Source: an optimization exercise on an open RTL-to-GDS flow (aim: small area, a short achievable clock period and few clock cycles). Production flows keep margins and buffers that such runs may drop.
In this exercise RTL edits were held to simulation tests only and were not proved equivalent to the original.
Power figures rest on the tool's default switching activity, not on a simulated workload.

## flow/design.v (module list and top-level ports; edited modules follow where they fit)
// module aptb_acf: 1518 lines
module aptb_acf (
    input             clk,
    input             rst,           
    input             cmd_valid,
    output            cmd_ready,
    input      [31:0] cmd_word,      
    input      [31:0] cmd_data,      
    input      [31:0] cfg_fs,        
    input      [31:0] cfg_flo,       
    input      [31:0] cfg_fhi,       
    input      [15:0] cfg_tau,       
    output reg        rsp_valid,
    output reg [31:0] rsp_result,
    output reg [7:0]  rsp_err
);
  // ...
==> flow/run.sh <==
#!/bin/bash
# synth_recipe.tcl (not shown) runs the flow's synth.tcl, then flattens the netlist and writes it again
# the make line also repeats each setting of config.mk as NAME=value (left out here)
make -C /OpenROAD-flow-scripts/flow DESIGN_CONFIG=/design/flow/config.mk WORK_HOME=/design/flow/orfs CLKGATE_MAP_FILE= SYNTH_SCRIPT=/design/flow/synth_recipe.tcl finish
==> flow/config.mk <==
export PLATFORM = sky130hd
export DESIGN_NAME = aptb_acf
export DESIGN_NICKNAME = aptb_acf
export VERILOG_FILES = /design/flow/design.v
export SDC_FILE = /design/flow/constraint.sdc
export NUM_CORES = 4
export LEC_CHECK = 0
export CAP_MARGIN = 20
export CORE_MARGIN = 2
export CORE_UTILIZATION = 30
export SLEW_MARGIN = 20
==> flow/constraint.sdc <==
create_clock -name core_clock -period 15.0 [get_ports {clk}]
set_input_delay 3.0000 -clock core_clock [delete_from_list [all_inputs] [get_ports {clk}]]
set_output_delay 3.0000 -clock core_clock [all_outputs]
set_load 0.01 [all_outputs]
==> flow_summary.toml, run 1 <==
[floorplan]
coreArea_um2 = 220000

[critical_path]
critPathRequiredTime_ns = 15.69
crit_end = "pq[2]"
r2r_slack_ns = 9.72
r2r-end = "pq[2]"
end_kind = "flop"

[drt]
vias = 45600
firstDrtPassIters = 14
drtIter0Drc = 5859
topRoutingLayerUsed = "met4"
m1WireLength_mm = 80.0

[power_and_ir_drop]
seq_power_share = 0.495
powerDensity_nw_per_um2 = 104
p_int_mw = 6.26

[logic_synthesis]
synth_most_common_cell = "edfxtp_1"
yosys_register_bits = 1347
syn_area_per_cell_um2 = 11.5
yosysTopAreaCellShare = 0.394
synth_top_family_by_area = "compound AO/OA/AOI/OAI gates"

[grt]
met1_usage = 0.218
grt-ovfl-total = 0
grt_use_met3 = 0.0250

[sta]
fin_crit_ns = 5.28
fin_crit_sh = 0.352
holdWs_ns = 0.326

[final_layout]
layout.nonclk_buf_frac = 0.0326
layout_commonest_cell = "edfxtp_1"
nNetsFinal = 6591
multi_input_area_share = 0.366
clkbuf_count = 208
finalInstanceArea_um2 = 76800

[clock_tree]
cts_sinks = 1347
ctsHoldBuffers = 0

[placed_design]
post_dp_cell_area_um2 = 71700

[run_status]
outcome = "timing/DRC/antenna clean"

[hold_path]
hold_end = "pb_lag[6]"
Testbench counts, summed over its fixed seeds: cycles 42,491.
==> run 2, diff against run 1 <==
--- a/flow/design.v
+++ b/flow/design.v
@@ -118,50 +118,52 @@
     reg        cnt_last;    
     reg [6:0]  est_lag;
     reg [7:0]  est_max;
     reg [7:0]  est_min;
     reg        pe_v;        
     reg        pe_hc;
     reg [6:0]  lastlag;
     reg        llv;
-    reg [31:0] lastf;
+    reg        dv_ok;
     reg        have_win;
     reg        sw_busy;     
     reg [255:0] F;           
     reg [255:0] S;           
     reg [255:0] T;           
     wire not_cfg   = !o_init && !cfgd;
     wire push_drop = cnt_zero && qb;
     wire push_fill = cnt_last;
     wire corr_bad  = dhi || (dlag < mp) || (dlag > nh1);
     reg        in_run;
     reg [3:0]  in_cnt;
-    reg [32:0] in_r;         
-    reg [6:0]  in_q;         
-    reg        in_sat;       
-    reg [31:0] in_d;         
+    reg [39:0] dv_sh;
+    reg [31:0] mr;
+    wire [32:0] in_r = dv_sh[32:0];    
+    reg [7:0]  in_q;         
+    wire [31:0] in_d = mr;           
     reg        in_dov;       
-    reg        in_cap;       
-    reg [2:0]  in_k;         
+    reg [3:0]  in_k;         
     wire [33:0] in_r2  = {in_r, 1'b0};
     wire [34:0] in_sub = {1'b0, in_r2} - {3'b000, c_fhi};
     wire        in_ge  = !in_sub[34];
     wire [32:0] in_d2  = {in_d, 1'b0};
     wire        in_le  = !in_dov && !in_d2[32] && (in_d2[31:0] <= c_flo);
     wire        fs_zero = !fs_big && (fs_s == 23'd0);
-    localparam E_IDLE = 2'd0, E_LOAD = 2'd1, E_POS = 2'd2, E_DRAIN = 2'd3;
-    reg [1:0]  e_st;
+    localparam E_IDLE = 3'd0, E_LOAD = 3'd1, E_POS = 3'd2, E_DRAIN = 3'd3, E_SLOAD = 3'd4;
+    reg [2:0]  e_st;
+    reg        s_ld;         
     reg        e_rd;         
     reg [6:0]  e_rem;        
     reg        e_run;        
     reg [6:0]  off;
     reg [6:0]  e_tgt;
     reg [8:0]  vv;           
     reg        rd_run;
+    reg        t_clean;      
     wire       e_feed = (e_st == E_POS) && (e_run || e_rem == 7'd0);
     wire       e_last = e_rd || (off == nh1);
     reg  [15:0] m_hgt, m_heq, m_lgt;
     reg  [8:0]  vv_n;
     genvar gj;
     generate
         for (gj = 0; gj < 16; gj = gj + 1) begin : g_md
             always @(posedge clk) begin
@@ -178,17 +180,17 @@
         end
     endgenerate
     wire [8:0] sb;
     reg        pa_v, pa_rd, pa_first, pa_last;
     reg [6:0]  pa_lag;
     reg        pb_v, pb_rd, pb_first, pb_last;
     reg [6:0]  pb_lag;
     reg [7:0]  pb_d;
-    localparam NPQ = 20;   
+    localparam NPQ = 27;   
     reg  [NPQ-1:0] pq;
     wire ta_0,
          ta_1,
          ta_2,
          ta_3,
          ta_4,
          ta_5,
          ta_6,
@@ -638,30 +640,16 @@
          ta_450,
          ta_451,
          ta_452,
          ta_453,
          ta_454,
          ta_455,
          ta_456,
          ta_457,
-         ta_458,
-         ta_459,
-         ta_460,
-         ta_461,
-         ta_462,
-         ta_463,
-         ta_464,
-         ta_465,
-         ta_466,
-         ta_467,
-         ta_468,
-         ta_469,
-         ta_470,
-         ta_471,
          tb_0,
          tb_1,
          tb_2,
          tb_3,
          tb_4,
          tb_5,
          tb_6,
          tb_7,
@@ -673,17 +661,31 @@
          tb_13,
          tb_14,
          tb_15,
          tb_16,
          tb_17,
          tb_18,
          tb_19,
          tb_20,
-         tb_21;
+         tb_21,
+         tb_22,
+         tb_23,
+         tb_24,
+         tb_25,
+         tb_26,
+         tb_27,
+         tb_28,
+         tb_29,
+         tb_30,
+         tb_31,
+         tb_32,
+         tb_33,
+         tb_34,
+         tb_35;
     assign ta_0 = df[0] ^ df[1] ^ df[2];
     assign ta_1 = (df[0] & df[1]) | (df[0] & df[2]) | (df[1] & df[2]);
     assign ta_2 = df[3] ^ df[4] ^ df[5];
     assign ta_3 = (df[3] & df[4]) | (df[3] & df[5]) | (df[4] & df[5]);
     assign ta_4 = df[6] ^ df[7] ^ df[8];
     assign ta_5 = (df[6] & df[7]) | (df[6] & df[8]) | (df[7] & df[8]);
     assign ta_6 = df[9] ^ df[10] ^ df[11];
     assign ta_7 = (df[9] & df[10]) | (df[9] & df[11]) | (df[10] & df[11]);
@@ -1132,98 +1134,106 @@
     assign ta_450 = ta_417 ^ ta_419 ^ ta_421;
     assign ta_451 = (ta_417 & ta_419) | (ta_417 & ta_421) | (ta_419 & ta_421);
     assign ta_452 = ta_423 ^ ta_425 ^ ta_427;
     assign ta_453 = (ta_423 & ta_425) | (ta_423 & ta_427) | (ta_425 & ta_427);
     assign ta_454 = ta_428 ^ ta_430 ^ ta_432;
     assign ta_455 = (ta_428 & ta_430) | (ta_428 & ta_432) | (ta_430 & ta_432);
     assign ta_456 = ta_429 ^ ta_431 ^ ta_433;
     assign ta_457 = (ta_429 & ta_431) | (ta_429 & ta_433) | (ta_431 & ta_433);
-    assign ta_458 = ta_438 ^ ta_440 ^ ta_338;
-    assign ta_459 = (ta_438 & ta_440) | (ta_438 & ta_338) | (ta_440 & ta_338);
-    assign ta_460 = ta_439 ^ ta_441 ^ ta_442;
-    assign ta_461 = (ta_439 & ta_441) | (ta_439 & ta_442) | (ta_441 & ta_442);
-    assign ta_462 = ta_444 ^ ta_446 ^ ta_448;
-    assign ta_463 = (ta_444 & ta_446) | (ta_444 & ta_448) | (ta_446 & ta_448);
-    assign ta_464 = ta_443 ^ ta_445 ^ ta_447;
-    assign ta_465 = (ta_443 & ta_445) | (ta_443 & ta_447) | (ta_445 & ta_447);
-    assign ta_466 = ta_449 ^ ta_450 ^ ta_452;
-    assign ta_467 = (ta_449 & ta_450) | (ta_449 & ta_452) | (ta_450 & ta_452);
-    assign ta_468 = ta_451 ^ ta_453 ^ ta_455;
-    assign ta_469 = (ta_451 & ta_453) | (ta_451 & ta_455) | (ta_453 & ta_455);
-    assign ta_470 = ta_456 ^ ta_435 ^ ta_436;
-    assign ta_471 = (ta_456 & ta_435) | (ta_456 & ta_436) | (ta_435 & ta_436);
     always @(posedge clk) begin
         pq[0] <= ta_406;
         pq[1] <= ta_300;
-        pq[2] <= ta_458;
-        pq[3] <= ta_459;
-        pq[4] <= ta_460;
-        pq[5] <= ta_462;
-        pq[6] <= ta_461;
-        pq[7] <= ta_463;
-        pq[8] <= ta_464;
-        pq[9] <= ta_466;
-        pq[10] <= ta_454;
-        pq[11] <= ta_434;
-        pq[12] <= ta_465;
-        pq[13] <= ta_467;
-        pq[14] <= ta_468;
-        pq[15] <= ta_470;
-        pq[16] <= ta_469;
-        pq[17] <= ta_471;
-        pq[18] <= ta_457;
-        pq[19] <= ta_437;
+        pq[2] <= ta_438;
+        pq[3] <= ta_440;
+        pq[4] <= ta_338;
+        pq[5] <= ta_439;
+        pq[6] <= ta_441;
+        pq[7] <= ta_442;
+        pq[8] <= ta_444;
+        pq[9] <= ta_446;
+        pq[10] <= ta_448;
+        pq[11] <= ta_443;
+        pq[12] <= ta_445;
+        pq[13] <= ta_447;
+        pq[14] <= ta_449;
+        pq[15] <= ta_450;
+        pq[16] <= ta_452;
+        pq[17] <= ta_454;
+        pq[18] <= ta_434;
+        pq[19] <= ta_451;
+        pq[20] <= ta_453;
+        pq[21] <= ta_455;
+        pq[22] <= ta_456;
+        pq[23] <= ta_435;
+        pq[24] <= ta_436;
+        pq[25] <= ta_457;
+        pq[26] <= ta_437;
     end
-    assign tb_0 = pq[3] ^ pq[4] ^ pq[5];
-    assign tb_1 = (pq[3] & pq[4]) | (pq[3] & pq[5]) | (pq[4] & pq[5]);
-    assign tb_2 = pq[6] ^ pq[7] ^ pq[8];
-    assign tb_3 = (pq[6] & pq[7]) | (pq[6] & pq[8]) | (pq[7] & pq[8]);
-    assign tb_4 = pq[9] ^ pq[10] ^ pq[11];
-    assign tb_5 = (pq[9] & pq[10]) | (pq[9] & pq[11]) | (pq[10] & pq[11]);
-    assign tb_6 = pq[12] ^ pq[13] ^ pq[14];
-    assign tb_7 = (pq[12] & pq[13]) | (pq[12] & pq[14]) | (pq[13] & pq[14]);
-    assign tb_8 = pq[16] ^ pq[17] ^ pq[18];
-    assign tb_9 = (pq[16] & pq[17]) | (pq[16] & pq[18]) | (pq[17] & pq[18]);
-    assign tb_10 = tb_1 ^ tb_2 ^ tb_4;
-    assign tb_11 = (tb_1 & tb_2) | (tb_1 & tb_4) | (tb_2 & tb_4);
-    assign tb_12 = tb_3 ^ tb_5 ^ tb_6;
-    assign tb_13 = (tb_3 & tb_5) | (tb_3 & tb_6) | (tb_5 & tb_6);
-    assign tb_14 = tb_7 ^ tb_8 ^ pq[19];
-    assign tb_15 = (tb_7 & tb_8) | (tb_7 & pq[19]) | (tb_8 & pq[19]);
-    assign tb_16 = tb_11 ^ tb_12 ^ pq[15];
-    assign tb_17 = (tb_11 & tb_12) | (tb_11 & pq[15]) | (tb_12 & pq[15]);
-    assign tb_18 = tb_17 ^ tb_13 ^ tb_14;
-    assign tb_19 = (tb_17 & tb_13) | (tb_17 & tb_14) | (tb_13 & tb_14);
-    assign tb_20 = tb_19 ^ tb_15 ^ tb_9;
-    assign tb_21 = (tb_19 & tb_15) | (tb_19 & tb_9) | (tb_15 & tb_9);
-    assign sb = {1'b0, tb_21, tb_20, tb_18, tb_16, tb_10, tb_0, pq[2], pq[0]} + {1'b0, 1'b0, 1'b0, 1'b0, 1'b0, 1'b0, 1'b0, 1'b0, pq[1]};
+    assign tb_0 = pq[2] ^ pq[3] ^ pq[4];
+    assign tb_1 = (pq[2] & pq[3]) | (pq[2] & pq[4]) | (pq[3] & pq[4]);
+    assign tb_2 = pq[5] ^ pq[6] ^ pq[7];
+    assign tb_3 = (pq[5] & pq[6]) | (pq[5] & pq[7]) | (pq[6] & pq[7]);
+    assign tb_4 = pq[8] ^ pq[9] ^ pq[10];
+    assign tb_5 = (pq[8] & pq[9]) | (pq[8] & pq[10]) | (pq[9] & pq[10]);
+    assign tb_6 = pq[11] ^ pq[12] ^ pq[13];
+    assign tb_7 = (pq[11] & pq[12]) | (pq[11] & pq[13]) | (pq[12] & pq[13]);
+    assign tb_8 = pq[14] ^ pq[15] ^ pq[16];
+    assign tb_9 = (pq[14] & pq[15]) | (pq[14] & pq[16]) | (pq[15] & pq[16]);
+    assign tb_10 = pq[19] ^ pq[20] ^ pq[21];
+    assign tb_11 = (pq[19] & pq[20]) | (pq[19] & pq[21]) | (pq[20] & pq[21]);
+    assign tb_12 = pq[22] ^ pq[23] ^ pq[24];
+    assign tb_13 = (pq[22] & pq[23]) | (pq[22] & pq[24]) | (pq[23] & pq[24]);
+    assign tb_14 = tb_1 ^ tb_2 ^ tb_4;
+    assign tb_15 = (tb_1 & tb_2) | (tb_1 & tb_4) | (tb_2 & tb_4);
+    assign tb_16 = tb_3 ^ tb_5 ^ tb_6;
+    assign tb_17 = (tb_3 & tb_5) | (tb_3 & tb_6) | (tb_5 & tb_6);
+    assign tb_18 = tb_8 ^ pq[17] ^ pq[18];
+    assign tb_19 = (tb_8 & pq[17]) | (tb_8 & pq[18]) | (pq[17] & pq[18]);
+    assign tb_20 = tb_7 ^ tb_9 ^ tb_10;
+    assign tb_21 = (tb_7 & tb_9) | (tb_7 & tb_10) | (tb_9 & tb_10);
+    assign tb_22 = tb_11 ^ tb_13 ^ pq[25];
+    assign tb_23 = (tb_11 & tb_13) | (tb_11 & pq[25]) | (tb_13 & pq[25]);
+    assign tb_24 = tb_15 ^ tb_16 ^ tb_18;
+    assign tb_25 = (tb_15 & tb_16) | (tb_15 & tb_18) | (tb_16 & tb_18);
+    assign tb_26 = tb_17 ^ tb_19 ^ tb_20;
+    assign tb_27 = (tb_17 & tb_19) | (tb_17 & tb_20) | (tb_19 & tb_20);
+    assign tb_28 = tb_21 ^ tb_22 ^ pq[26];
+    assign tb_29 = (tb_21 & tb_22) | (tb_21 & pq[26]) | (tb_22 & pq[26]);
+    assign tb_30 = tb_25 ^ tb_26 ^ tb_12;
+    assign tb_31 = (tb_25 & tb_26) | (tb_25 & tb_12) | (tb_26 & tb_12);
+    assign tb_32 = tb_31 ^ tb_27 ^ tb_28;
+    assign tb_33 = (tb_31 & tb_27) | (tb_31 & tb_28) | (tb_27 & tb_28);
+    assign tb_34 = tb_33 ^ tb_29 ^ tb_23;
+    assign tb_35 = (tb_33 & tb_29) | (tb_33 & tb_23) | (tb_29 & tb_23);
+    assign sb = {1'b0, tb_35, tb_34, tb_32, tb_30, tb_24, tb_14, tb_0, pq[0]} + {1'b0, 1'b0, 1'b0, 1'b0, 1'b0, 1'b0, 1'b0, 1'b0, pq[1]};
     always @(posedge clk) begin
         pb_d <= sb[7:0];
         pa_rd <= e_rd;
         pa_first <= !e_run;
         pa_last <= e_last;
         pa_lag <= off;
         pb_rd <= pa_rd;
         pb_first <= pa_first;
         pb_last <= pa_last;
         pb_lag <= pa_lag;
     end
     reg        dv_busy;
     reg [4:0]  dv_cnt;
     reg [6:0]  dv_rem;
-    reg [39:0] dv_sh;
     reg        mu_busy;
     reg [3:0]  mu_cnt;
-    reg [7:0]  mu_m;
-    reg [23:0] mu_acc;
+    wire [7:0]  mu_m   = mr[31:24];
+    wire [23:0] mu_acc = mr[23:0];
+    reg  [6:0]  dv_dv;       
+    reg         dv_pred;     
     reg  [8:0]  dv_l3;       
     wire [8:0]  dv_t  = {dv_rem, dv_sh[39:38]};
-    wire [9:0]  dv_d1 = {1'b0, dv_t} - {3'd0, est_lag};
-    wire [9:0]  dv_d2 = {1'b0, dv_t} - {2'd0, est_lag, 1'b0};
+    wire [9:0]  dv_d1 = {1'b0, dv_t} - {3'd0, dv_dv};
+    wire [9:0]  dv_d2 = {1'b0, dv_t} - {2'd0, dv_dv, 1'b0};
     wire [9:0]  dv_d3 = {1'b0, dv_t} - {1'b0, dv_l3};
     reg  [6:0]  dv_rem_n;
     reg  [1:0]  dv_qd;
     always @(*) begin
         if (!dv_d3[9])      begin dv_rem_n = dv_d3[6:0]; dv_qd = 2'd3; end
         else if (!dv_d2[9]) begin dv_rem_n = dv_d2[6:0]; dv_qd = 2'd2; end
         else if (!dv_d1[9]) begin dv_rem_n = dv_d1[6:0]; dv_qd = 2'd1; end
         else                begin dv_rem_n = dv_t[6:0];  dv_qd = 2'd0; end
@@ -1237,25 +1247,27 @@
     wire [7:0]  hc_diff  = (two_lag >= {1'b0, lastlag}) ? two_lag - {1'b0, lastlag}
                                                         : {1'b0, lastlag} - two_lag;
     wire        half_cycle = llv && (hc_diff <= 8'd1);
     wire        pe_fin = (e_st == E_DRAIN) && !pa_v && !pb_v && !dv_busy && !mu_busy;
     reg        done;         
     reg [31:0] r_res;
     reg [7:0]  r_err;
     reg        do_shift, do_fill, do_init_start, do_rd_start, do_init_ok;
-    wire [31:0] pe_f = pe_v ? lastf : 32'd0;
+    wire [31:0] pe_f = pe_v ? dv_sh[31:0] : 32'd0;
+    reg         do_pred_start;
     always @(*) begin
         done = 1'b0;
         r_res = 32'd0;
         r_err = E_OK;
         do_shift = 1'b0;
         do_fill = 1'b0;
         do_init_start = 1'b0;
         do_rd_start = 1'b0;
+        do_pred_start = 1'b0;
         do_init_ok = 1'b0;
         if (q_v) begin
             if (bad_cmd) begin
                 done = 1'b1; r_err = E_BADCMD;
             end else if (not_cfg) begin
                 done = 1'b1; r_err = E_NOTCFG;
             end else if (o_init) begin
                 if (!in_run) begin
@@ -1265,22 +1277,22 @@
                         done = 1'b1; r_err = E_CFG_FS;
                     end else if (c_flo == 32'd0) begin
                         done = 1'b1; r_err = E_CFG_FLO;
                     end else if (c_fhi <= c_flo) begin
                         done = 1'b1; r_err = E_CFG_ORDER;
                     end
                 end else if (in_cnt == 4'd9) begin
                     done = 1'b1;
-                    if (!in_sat && in_q == 7'd0)     r_err = E_CFG_DEGEN;
-                    else if (in_sat || in_cap)       r_err = E_CFG_CAP;
-                    else if (fs_s[22:16] >= in_q)    r_err = E_CFG_FRANGE;
+                    if (!fs_big && in_q == 8'd0)                r_err = E_CFG_DEGEN;
+                    else if (fs_big || in_q[7] || in_k[3])      r_err = E_CFG_CAP;
+                    else if (fs_s[22:16] >= in_q[6:0])          r_err = E_CFG_FRANGE;
                     else begin
                         do_init_ok = 1'b1;
-                        r_res = {23'd0, 9'd2 << in_k};
+                        r_res = {23'd0, 9'd2 << in_k[2:0]};
                     end
                 end
             end else if (o_push) begin
                 if (push_drop) begin
                     done = 1'b1;
                 end else if (push_fill) begin
                     if (!sw_busy) begin
                         done = 1'b1; do_shift = 1'b1; do_fill = 1'b1;
@@ -1295,98 +1307,94 @@
                 done = 1'b1; r_res = {25'd0, mp};
             end else if (o_corr) begin
                 if (corr_bad) begin
                     done = 1'b1; r_err = E_LAG;
                 end else if (!sw_busy) begin
                     if (!have_win) begin
                         done = 1'b1;
                     end else if (!rd_run) begin
-                        do_rd_start = 1'b1;
+                        if (t_clean) do_rd_start = 1'b1;
                     end else if (pa_v && pa_rd) begin
                         done = 1'b1; r_res = {24'd0, sb[7:0]};
                     end
                 end
+            end else if (o_pred) begin
+                if (!sw_busy) begin
+                    if (!llv) begin
+                        done = 1'b1;
+                    end else if (dv_ok) begin
+                        done = 1'b1; r_res = dv_sh[31:0];
+                    end else if (!dv_busy) begin
+                        do_pred_start = 1'b1;
+                    end
+                end
             end else if (!sw_busy) begin
                 done = 1'b1;
                 if (o_lag)  r_res = {25'd0, est_lag};
                 if (o_max)  r_res = {24'd0, est_max};
                 if (o_min)  r_res = {24'd0, est_min};
                 if (o_freq) r_res = pe_f;
-                if (o_pred) r_res = lastf;
                 if (o_half) r_res = {31'd0, pe_hc};
             end
         end
     end
     assign q_free = !q_v || done;
     always @(posedge clk) begin
         if (rst) begin
             rsp_valid <= 1'b0;
         end else begin
             rsp_valid <= done;
         end
         rsp_result <= r_res;
         rsp_err    <= r_err;
     end
     always @(posedge clk) begin
         if (do_shift) F <= {F[254:0], qb};
-        if (do_fill)  S <= {F[254:0], qb};
+        if (s_ld)     S <= F;
     end
     always @(posedge clk) begin
         if (rst) begin
             cfgd    <= 1'b0;
             in_run  <= 1'b0;
             rd_run  <= 1'b0;
             sw_busy <= 1'b0;
         end else begin
             if (do_init_start) begin
                 in_run <= 1'b1;
                 in_cnt <= 4'd1;
                 cfgd   <= 1'b0;
                 fs_s   <= cfg_fs[22:0];
                 fs_big <= |cfg_fs[31:23];
                 tau_s  <= cfg_tau;
-                in_r   <= {1'b0, cfg_fs[22:0], 9'd0};
-                in_d   <= {cfg_fs[22:0], 9'd0};
                 in_dov <= 1'b0;
+                in_k   <= 4'd8;
+                in_q   <= 8'd0;
             end else if (in_run) begin
                 in_cnt <= in_cnt + 4'd1;
-                if (in_cnt == 4'd1) begin
-                    in_sat <= fs_big || (in_r >= {1'b0, c_fhi});
-                    in_cap <= fs_big || (in_d > c_flo);
-                    in_k   <= 3'd7;
-                    in_q   <= 7'd0;
-                end else begin
-                    if (in_ge) begin
-                        in_r <= in_sub[32:0];
-                        in_q <= {in_q[5:0], 1'b1};
-                    end else begin
-                        in_r <= in_r2[32:0];
-                        in_q <= {in_q[5:0], 1'b0};
-                    end
-                    in_d   <= in_d2[31:0];
+                begin
+                    in_q   <= {in_q[6:0], in_ge};
                     in_dov <= in_dov | in_d2[32];
-                    if (in_le) in_k <= in_k - 3'd1;
+                    if (in_le) in_k <= in_k - 4'd1;
                 end
                 if (done) in_run <= 1'b0;
             end
             if (do_init_ok) begin
                 cfgd     <= 1'b1;
-                n        <= 9'd2 << in_k;
-                nm1      <= (9'd2 << in_k) - 9'd1;
-                nh1      <= (8'd1 << in_k) - 8'd1;
-                mp       <= in_q;
-                est_lag  <= in_q;
+                n        <= 9'd2 << in_k[2:0];
+                nm1      <= (9'd2 << in_k[2:0]) - 9'd1;
+                nh1      <= (8'd1 << in_k[2:0]) - 8'd1;
+                mp       <= in_q[6:0];
+                est_lag  <= in_q[6:0];
                 est_max  <= 8'd0;
                 est_min  <= 8'd0;
                 pe_v     <= 1'b0;
                 pe_hc    <= 1'b0;
                 lastlag  <= 7'd0;
                 llv      <= 1'b0;
-                lastf    <= 32'd0;
                 have_win <= 1'b0;
             end
             if (do_init_ok) begin
                 cnt      <= 8'd0;
                 cnt_zero <= 1'b1;
                 cnt_last <= 1'b0;
             end else if (do_shift) begin
                 cnt      <= do_fill ? 8'd0 : cnt + 8'd1;
@@ -1408,108 +1416,135 @@
             end
             if (pe_fin) begin
                 sw_busy <= 1'b0;
                 if (confident) begin
                     pe_v    <= 1'b1;
                     pe_hc   <= half_cycle;
                     lastlag <= est_lag;
                     llv     <= 1'b1;
-                    lastf   <= dv_sh[31:0];
                 end else begin
                     pe_v    <= 1'b0;
                     pe_hc   <= 1'b0;
                 end
             end
         end
     end
     always @(posedge clk) begin
         if (rst) begin
             e_st <= E_IDLE;
+            s_ld <= 1'b0;
             pa_v <= 1'b0;
             pb_v <= 1'b0;
             dv_busy <= 1'b0;
             mu_busy <= 1'b0;
         end else begin
             pa_v <= e_feed;
+            s_ld <= do_fill;
             pb_v <= pa_v;
             case (e_st)
             E_IDLE: begin
                 if (do_fill) begin
-                    e_st  <= E_LOAD;
+                    e_st  <= E_SLOAD;
                     e_rd  <= 1'b0;
                     e_tgt <= mp;
                 end else if (do_rd_start) begin
                     e_st  <= E_POS;
                     e_rd  <= 1'b1;
                     e_tgt <= dlag;
                 end
             end
+            E_SLOAD: e_st <= E_LOAD;
             E_LOAD: e_st <= E_POS;
             E_POS: begin
                 if (e_feed && e_last)
                     e_st <= e_rd ? E_IDLE : E_DRAIN;
             end
             E_DRAIN: begin
                 if (pe_fin) e_st <= E_IDLE;
             end
+            default: e_st <= E_IDLE;
             endcase
-            if (c_newlag) begin
+            if (do_init_start) begin
+                dv_sh[32:0] <= {2'b0, cfg_fs[22:0], 8'd0};
+            end else if (in_run) begin
+                dv_sh[32:0] <= in_ge ? in_sub[32:0] : in_r2[32:0];
+            end else if (c_newlag || do_pred_start) begin
                 dv_busy <= 1'b1;
+                dv_pred <= do_pred_start;
                 dv_cnt  <= 5'd20;
                 dv_rem  <= 7'd0;
                 dv_sh   <= {1'b0, fs_s, 16'd0};
-                dv_l3   <= {2'd0, pb_lag} + {1'b0, pb_lag, 1'b0};
+                dv_dv   <= c_newlag ? pb_lag : lastlag;
+                dv_l3   <= c_newlag ? {2'd0, pb_lag} + {1'b0, pb_lag, 1'b0}
+                                    : {2'd0, lastlag} + {1'b0, lastlag, 1'b0};
             end else if (dv_busy) begin
                 dv_rem <= dv_rem_n;
                 dv_sh  <= {dv_sh[37:0], dv_qd};
                 dv_cnt <= dv_cnt - 5'd1;
                 if (dv_cnt == 5'd1) dv_busy <= 1'b0;
             end
-            if (c_newmax) begin
+            if (pe_fin)
+                dv_ok <= confident;
+            else if (dv_busy && dv_pred && dv_cnt == 5'd1)
+                dv_ok <= 1'b1;
+            if (do_init_start) begin
+                mr <= {1'b0, cfg_fs[22:0], 8'd0};
+            end else if (in_run) begin
+                mr <= in_d2[31:0];
+            end else if (c_newmax) begin
                 mu_busy <= 1'b1;
                 mu_cnt  <= 4'd8;
-                mu_m    <= pb_d;
-                mu_acc  <= 24'd0;
+                mr      <= {pb_d, 24'd0};
             end else if (mu_busy) begin
-                mu_acc <= {mu_acc[22:0], 1'b0} + (mu_m[7] ? {8'd0, tau_s} : 24'd0);
-                mu_m   <= {mu_m[6:0], 1'b0};
+                mr <= {mu_m[6:0], 1'b0, {mu_acc[22:0], 1'b0} + (mu_m[7] ? {8'd0, tau_s} : 24'd0)};
                 mu_cnt <= mu_cnt - 4'd1;
                 if (mu_cnt == 4'd1) mu_busy <= 1'b0;
             end
         end
     end
     reg [1:0] t_sel;    
+    wire t_spec = (e_st == E_IDLE) && q_v && o_corr && !rd_run && !sw_busy && t_clean;
     always @(*) begin
         t_sel = 2'd0;
-        if (e_st == E_POS) begin
+        if (t_spec) begin
+            if (|dlag[6:4])             t_sel = 2'd3;
+            else if (|dlag[3:2])        t_sel = 2'd2;
+            else                        t_sel = 2'd1;
+        end else if (e_st == E_POS) begin
             if (e_feed)                 t_sel = 2'd1;
             else if (|e_rem[6:4])       t_sel = 2'd3;
             else if (|e_rem[3:2])       t_sel = 2'd2;
             else                        t_sel = 2'd1;
         end
     end
     always @(*) begin
         case (t_sel)
         2'd0:    vv_n = n;
         2'd1:    vv_n = vv - 9'd1;
         2'd2:    vv_n = vv - 9'd4;
         default: vv_n = vv - 9'd16;
         endcase
     end
     always @(posedge clk) begin
         vv <= vv_n;
+        t_clean <= (t_sel == 2'd0);
         case (t_sel)
         2'd0: begin T <= S;                     off <= 7'd0;        end
         2'd1: begin T <= {1'b0, T[255:1]};      off <= off + 7'd1;  end
         2'd2: begin T <= {4'd0, T[255:4]};      off <= off + 7'd4;  end
         default: begin T <= {16'd0, T[255:16]}; off <= off + 7'd16; end
         endcase
         if (e_st == E_IDLE) begin
-            e_rem <= do_fill ? mp : dlag;
+            if (do_fill) e_rem <= mp;
+            else case (t_sel)
+                2'd2:    e_rem <= dlag - 7'd4;
+                2'd3:    e_rem <= dlag - 7'd16;
+                default: e_rem <= dlag - 7'd1;
+            endcase
             e_run <= 1'b0;
         end else if (e_st == E_POS) begin
             if (e_feed) e_run <= 1'b1;
             else case (t_sel)
                 2'd2:    e_rem <= e_rem - 7'd4;
                 2'd3:    e_rem <= e_rem - 7'd16;
                 default: e_rem <= e_rem - 7'd1;
             endcase
==> flow_summary.toml, run 2 <==
[floorplan]
die-height_um = 470
rows = 170
initial_core_util = 0.303
dieArea_um2 = 221000
dieWidth_um = 470
pin_count = 221
coreArea_um2 = 215000

[clock_tree]
cts_inserted_buffers = 139
clk_path_buf_depth = 3
cts-root-buf = "clkbuf_16"
cts_sinks = 1276
path_clk_slew_ns = 0.06
ctsHoldBuffers = 0
cts_resized = 0
cts-htree-levels = 4
insertion_delay_ns = 0.82
tritoncts = "done"
post_cts_buffers = 0

[hold_path]
holdPathStages = 0
hold_end = "pb_lag[4]"
hp-class = "flop to flop"
min_from = "pa_lag[4]"

[critical_path]
critPathRequiredTime_ns = 15.65
start_kind = "flop"
crit_start = "e_st[0]"
r2r_slack_ns = 9.24
crit_fanout = 214
path_class = "flop to flop"
end_kind = "flop"
reg2reg_depth = 10
r2r_start = "e_st[0]"
worstPathArrival_ns = 6.40
r2r-end = "T[164]"

[logic_synthesis]
ys_types = 87
yosys_warnings = 1
syn_area_per_cell_um2 = 11.2
yosys_register_bits = 1276
seq_area_frac_synth = 0.515
synth-edff-count = 794
syn_inst = 5812
yosys.area.top_type = "edfxtp_1"
yosys-top-cells-count = "edfxtp_1 (794), o21ai_0 (535), dfxtp_1 (482), inv_1 (458), nor2_1 (339)"
synth_most_common_cell = "edfxtp_1"
syn_area_um2 = 65100
synth-async-reset-ratio = 0
synth_area_leaders = "edfxtp_1 (37%), dfxtp_1 (15%), fa_1 (7.9%)"
yosysTopAreaCellShare = 0.366
ys.flop_type = "edfxtp_1"

[drt]
drtIter0Drc = 4156
routedWlPerCell_um = 20.0
vias = 44700
drc = 0
drtAntennaViolNets = 0
firstDrtPassIters = 6
viasPerCell = 5.03
wirelength_mm = 178

[grt]
grt_pass1_vias = 44100
grt_max_degree = 215
antenna_found_initial = 3
grt_pass1_wl_mm = 270
grt_util_all_layers = 0.157
grt-ovfl-total = 0

[sta]
fin_setup_tns_ns = 0
fin_crit_sh = 0.384
fmax_ghz = 0.174
fin_crit_ns = 5.76
setup_viol = 0
fin_skew_ns = 0.0516
tightest_slew_ns = 1.28
hold_viol = 0
slew_viol_final = 0
rsz0062_at_grt = "no"
slew_headroom = 0.148
holdWs_ns = 0.296

[power_and_ir_drop]
vdd_ir_drop_max_mv = 0.109
powerDensity_nw_per_um2 = 105
p_leak_nw = 28.7

[placed_design]
post_dp_cell_area_um2 = 70200
gp_congestion = 0.896
dpl.hpwl_mm = 128
io_buffers = 216

[final_layout]
layout_commonest_cell = "edfxtp_1"
final.fill_count = 21100
largestRegisters = "F: 256 flops, S: 256 flops, T: 256 flops"
nNetsFinal = 6611
seq_area_um2 = 33500
utilization = 0.349
area_delta_synth_final_pct = 15.4
post_route_cells_drive_above_1_share = 0.0632
multi_input_area_um2 = 28800
finalInstanceArea_um2 = 75100
mostFrequentLayoutCells = "edfxtp_1 (794), o21ai_0 (535), dfxtp_1 (480), inv_1 (456), nor2_1 (334)"

[run_status]
outcome = "timing/DRC/antenna clean"

[flow_run]
max-cap-violations = 0
==> run 2: changes by cell type in the layout (fill, tap and decap cells not counted), sizes merged, moves of 36 or more <==
cell / delta
a222oi: -252
a22o: -48
o211ai: +212
mux2i: +69
nand2b: +201
a21oi: -136
ha: -36
xor2: -83
nand2: -150
a21o: -112
xnor2: +93
nor2: -158
edfxtp: -79
o21ai: +415
==> run 2: report_power, final <==
part	switching (mW)	leakage (nW)	internal [mW]
Sequential	0.0532	11.2	3.73
Clock	1.52	2.32	2.07
Combinational	0.306	15.1	0.209
Total	1.88	28.7	6.01
==> run 2: worst max path at each step <==
stage             end  slack [ns]  cells past startpoint
2_1_floorplan    F[0]        8.29                      5
3_3_place_gp   T[149]        9.60                     10
3_5_place_dp   T[154]        9.44                     10
4_1_cts        T[142]        9.40                     10
5_1_grt        T[157]        8.77                     10
6_report       T[164]        9.24                     10
==> run 2: cell families (layout without fill, tap and decap cells) <==
logic type / after synthesis / after routing / share of synthesized area
buf+inv: 754 / 995 / 0.0445
xor+xnor: 377 / 377 / 0.0507
mux: 151 / 151 / 0.0294
other cells: 1 / 5 / 0.0000576
compound gates: 1448 / 1448 / 0.136
simple gates: 1310 / 1310 / 0.0998
fa+ha+maj: 495 / 495 / 0.125
flops: 1276 / 1276 / 0.515
==> run 2: cell type report <==
| class | count | share of cell area |
|---|---|---|
| multi-input combinational | 3785 | 0.384 |
| clock buffer | 186 | 0.0524 |
| inverter | 460 | 0.0232 |
| clock inverter | 74 | 0.0121 |
| tap | 2838 | 0.0473 |
| sequential | 1276 | 0.446 |
| antenna | 1 | 0.0000333 |
| timing repair buffer | 275 | 0.0352 |
==> run 2: metrics by stage <==
stage / setup slack, ns / std cells / total power [mW]
floorplan: 8.29 / 5815 / 4.11
global placement: 9.60 / 8633 / 4.36
detailed placement: 9.44 / 8633 / 4.37
CTS: 9.40 / 8893 / 7.97
global route: 8.77 / 8895 / 8.15
finish: 9.24 / 8895 / 7.90
==> run 2: layer usage <==
metal	GRT usage	wire length (um)	part of all wire
met1	0.215	79800	0.45
met5	0	11	0.000062
met3	0.0250	10200	0.057
met4	0.0528	5460	0.031
met2	0.252	82100	0.46
==> run 2: worst max-delay path, cell delays in order (launching register included) <==
cell and delay, ns:
dfxtp_1 0.44, nor3_4 0.56, nand4_1 0.41, o32ai_4 0.24, buf_12 0.43, buf_4 0.80
buf_4 0.92, buf_4 0.90, nand2b_1 0.19, o211ai_1 0.13, o21ai_0 0.12
Testbench counts of run 2, summed over its fixed seeds: cycles 42,373.
==> run 3, diff against run 2 <==
==> flow/flow/run.sh (new file) <==
#!/bin/bash
# The standard layout, with the port buffers made from plain buf_4 cells
# instead of the delay buffer the resizer picks by default.
set -euo pipefail
export BUFFER_PORTS_ARGS="-buffer_cell sky130_fd_sc_hd__buf_4"
bash standard.sh finish > standard_flow.log 2>&1
==> flow/standard.sh (new file) <==
#!/bin/bash
# synth_recipe.tcl (not shown) runs the flow's synth.tcl, then flattens the netlist and writes it again
# the make line also repeats each setting of config.mk as NAME=value (left out here)
make -C /OpenROAD-flow-scripts/flow DESIGN_CONFIG=/design/flow/config.mk WORK_HOME=/design/flow/orfs CLKGATE_MAP_FILE= SYNTH_SCRIPT=/design/flow/synth_recipe.tcl "${@:-finish}"
removed: flow/run.sh
==> flow_summary.toml, run 3 <==
[clock_tree]
ctsHoldBuffers = 0
cts-htree-levels = 4
cts_resized = 0
cts_inserted_buffers = 140
cts_sinks = 1276
cts-root-buf = "clkbuf_16"
tritoncts = "done"
path_clk_slew_ns = 0.07
clk_path_buf_depth = 3
post_cts_buffers = 0
insertion_delay_ns = 0.81

[sta]
setup_viol = 0
tightest_slew_ns = 1.26
slew_headroom = 0.159
fin_setup_tns_ns = 0
rsz0062_at_grt = "no"
fin_crit_sh = 0.332
slew_viol_final = 0
holdWs_ns = 0.325
fmax_ghz = 0.201
fin_crit_ns = 4.97
fin_skew_ns = 0.0559
hold_viol = 0

[flow_run]
max-cap-violations = 0

[critical_path]
r2r-end = "T[156]"
critical-path-max-stage-delay_ns = 0.77
worstPathArrival_ns = 5.63
crit_fanout = 253
cpMostUsedCell = "buf_4"
reg2reg_depth = 9
end_kind = "flop"
cp_cell_sequence = "nor3_4, nand4_1, o32ai_4, buf_4, buf_4, buf_12, nand2b_1, o211ai_1, o21ai_0"
path_class = "flop to flop"
slowest_stage = "buf_4"
start_kind = "flop"
r2r_slack_ns = 10.03
critPathRequiredTime_ns = 15.66
r2r_start = "e_st[0]"

[logic_synthesis]
ys.flop_type = "edfxtp_1"
yosysTopAreaCellShare = 0.366
synth-async-reset-ratio = 0
yosys-top-cells-count = "edfxtp_1 (794), o21ai_0 (535), dfxtp_1 (482), inv_1 (458), nor2_1 (339)"
synth_area_leaders = "edfxtp_1 (37%), dfxtp_1 (15%), fa_1 (7.9%)"
syn_area_um2 = 65100
yosys_warnings = 1
ys_types = 87
yosys_register_bits = 1276
synth-edff-count = 794
syn_inst = 5812
syn_area_per_cell_um2 = 11.2
seq_area_frac_synth = 0.515
synth_most_common_cell = "edfxtp_1"
yosys.area.top_type = "edfxtp_1"

[placed_design]
dpl.hpwl_mm = 126
io_buffers = 216
post_dp_cell_area_um2 = 69600
gp_congestion = 0.896

[floorplan]
coreArea_um2 = 215000
initial_core_util = 0.303
dieWidth_um = 470
dieArea_um2 = 221000
pin_count = 221
die-height_um = 470
rows = 170

[drt]
drtAntennaViolNets = 0
drc = 0
firstDrtPassIters = 6
vias = 44300
wirelength_mm = 174
drtIter0Drc = 4366
routedWlPerCell_um = 19.6
viasPerCell = 4.99

[power_and_ir_drop]
clkPwrFrac = 0.463
p_int_mw = 6.08
power.switching_mw = 1.90
switching_share = 0.238
vdd_ir_drop_max_mv = 0.124
powerDensity_nw_per_um2 = 107
p_leak_nw = 29.0
power_frac_comb = 0.063
power_mw = 7.98
seq_power_share = 0.474

[final_layout]
layout_commonest_cell = "edfxtp_1"
utilization = 0.347
area_delta_synth_final_pct = 14.7
nNetsFinal = 6605
mostFrequentLayoutCells = "edfxtp_1 (794), o21ai_0 (535), dfxtp_1 (477), inv_1 (456), nor2_1 (335)"
finalInstanceArea_um2 = 74600
post_route_cells_drive_above_1_share = 0.0995
largestRegisters = "F: 256 flops, S: 256 flops, T: 256 flops"

[grt]
grt-ovfl-total = 0
antenna_found_initial = 1
grt_util_all_layers = 0.155
grt_pass1_vias = 44200
grt_max_degree = 254
grt_pass1_wl_mm = 268

[hold_path]
hold_end = "pb_lag[4]"
min_from = "pa_lag[4]"
holdPathStages = 0
hp-class = "flop to flop"

[run_status]
outcome = "timing/DRC/antenna clean"
-- run 3: metal layers --
| metal | track usage | share of wire | wire length (um) |
|---|---|---|---|
| met5 | 0 | 0 | 0 |
| met4 | 0.0517 | 0.032 | 5590 |
| met3 | 0.0266 | 0.060 | 10500 |
| met2 | 0.250 | 0.47 | 81300 |
| met1 | 0.210 | 0.44 | 77000 |
-- run 3: worst max-delay path by stage --
stage | start | to | slack (ns)
floorplan | q_d[11] | F[0] | 8.29
global placement | cmd_word[2] | q_d[11] | 10.29
detailed placement | e_st[0] | T[168] | 10.21
CTS | e_st[0] | T[168] | 10.24
global route | e_st[0] | T[141] | 9.69
finish | e_st[0] | T[156] | 10.03
-- run 3: area by class of cell --
cell class	instances	area, um^2
flip-flops and latches	1276	33500
diodes	2	5.00
multi-input cells	3785	28800
inverters	460	1740
well taps	2838	3550
repair buffers	268	2040
fillers	21100	140000
clock buffers	172	3870
clock inverters	90	1100
-- run 3: metrics by stage --
step / setup WS (ns) / std cells
finish: 10.03 / 8891
global route: 9.69 / 8890
CTS: 10.24 / 8889
detailed placement: 10.21 / 8627
global placement: 10.29 / 8626
floorplan: 8.29 / 5815
-- run 3: power by group through the flow --
stage	registers (mW)	clock network [mW]	logic, mW
finish	3.78	3.70	0.499
global route	3.79	3.90	0.547
CTS	3.78	3.76	0.502
detailed placement	3.86	0	0.499
global placement	3.86	0	0.490
floorplan	3.83	0	0.283
-- run 3: critical path: cells and delay by family, from the launching register on --
family,cells,cell delay [ns]
flip-flops,1,0.43
AND/OR/NAND/NOR,3,1.20
AO/OA/AOI/OAI,3,0.63
buffers and inverters,3,2.14
-- run 3: kinds of logic after synthesis --
kind of cell             after synthesis  share of synthesized area
AO/OA/AOI/OAI                       1448                      0.136
XOR/XNOR                             377                     0.0507
adder cells (fa/ha/maj)              495                      0.125
buffers and inverters                754                     0.0445
flip-flops                          1276                      0.515
multiplexers                         151                     0.0294
other                                  1                  0.0000576
AND/OR/NAND/NOR                     1310                     0.0998

[re-timing with driven ports]
The flow's constraints put no driver on any port. The routed layouts listed below were extracted and timed again, unchanged, in two steps. Step 1 (the two cells are an assumption about what drives the block):
set clk [get_ports {clk}]
set_driving_cell -lib_cell sky130_fd_sc_hd__clkbuf_16 $clk
set_driving_cell -lib_cell sky130_fd_sc_hd__buf_2 [delete_from_list [all_inputs] $clk]
Step 2 times the ports against the registers' clock, not the clock port: input delays grow and output delays shrink by t, the midpoint of the rising clock arrivals with the driver on. a / b / c = no drivers / after step 1 / after step 2; a / b = the first two.
run | shift t [ns] | setup WS [ns] | worst setup path after step 2 | latest minus earliest clock arrival (ns) | slew at the worst register clock pin (ns)
run 1 | 0.894 | 9.722 / 9.722 / 9.656 | input to register | 0.044 / 0.044 | 0.07 / 0.07
run 2 | 0.885 | 9.242 / 9.242 / 9.242 | register to register | 0.054 / 0.054 | 0.07 / 0.07
run 3 | 0.870 | 10.026 / 10.026 / 10.026 | register to register | 0.058 / 0.058 | 0.07 / 0.07
After both steps every run listed still meets setup and hold. For run 1, which loses most, drivers alone change the setup slack by 0.000 ns; drivers and shift together by -0.066 ns.
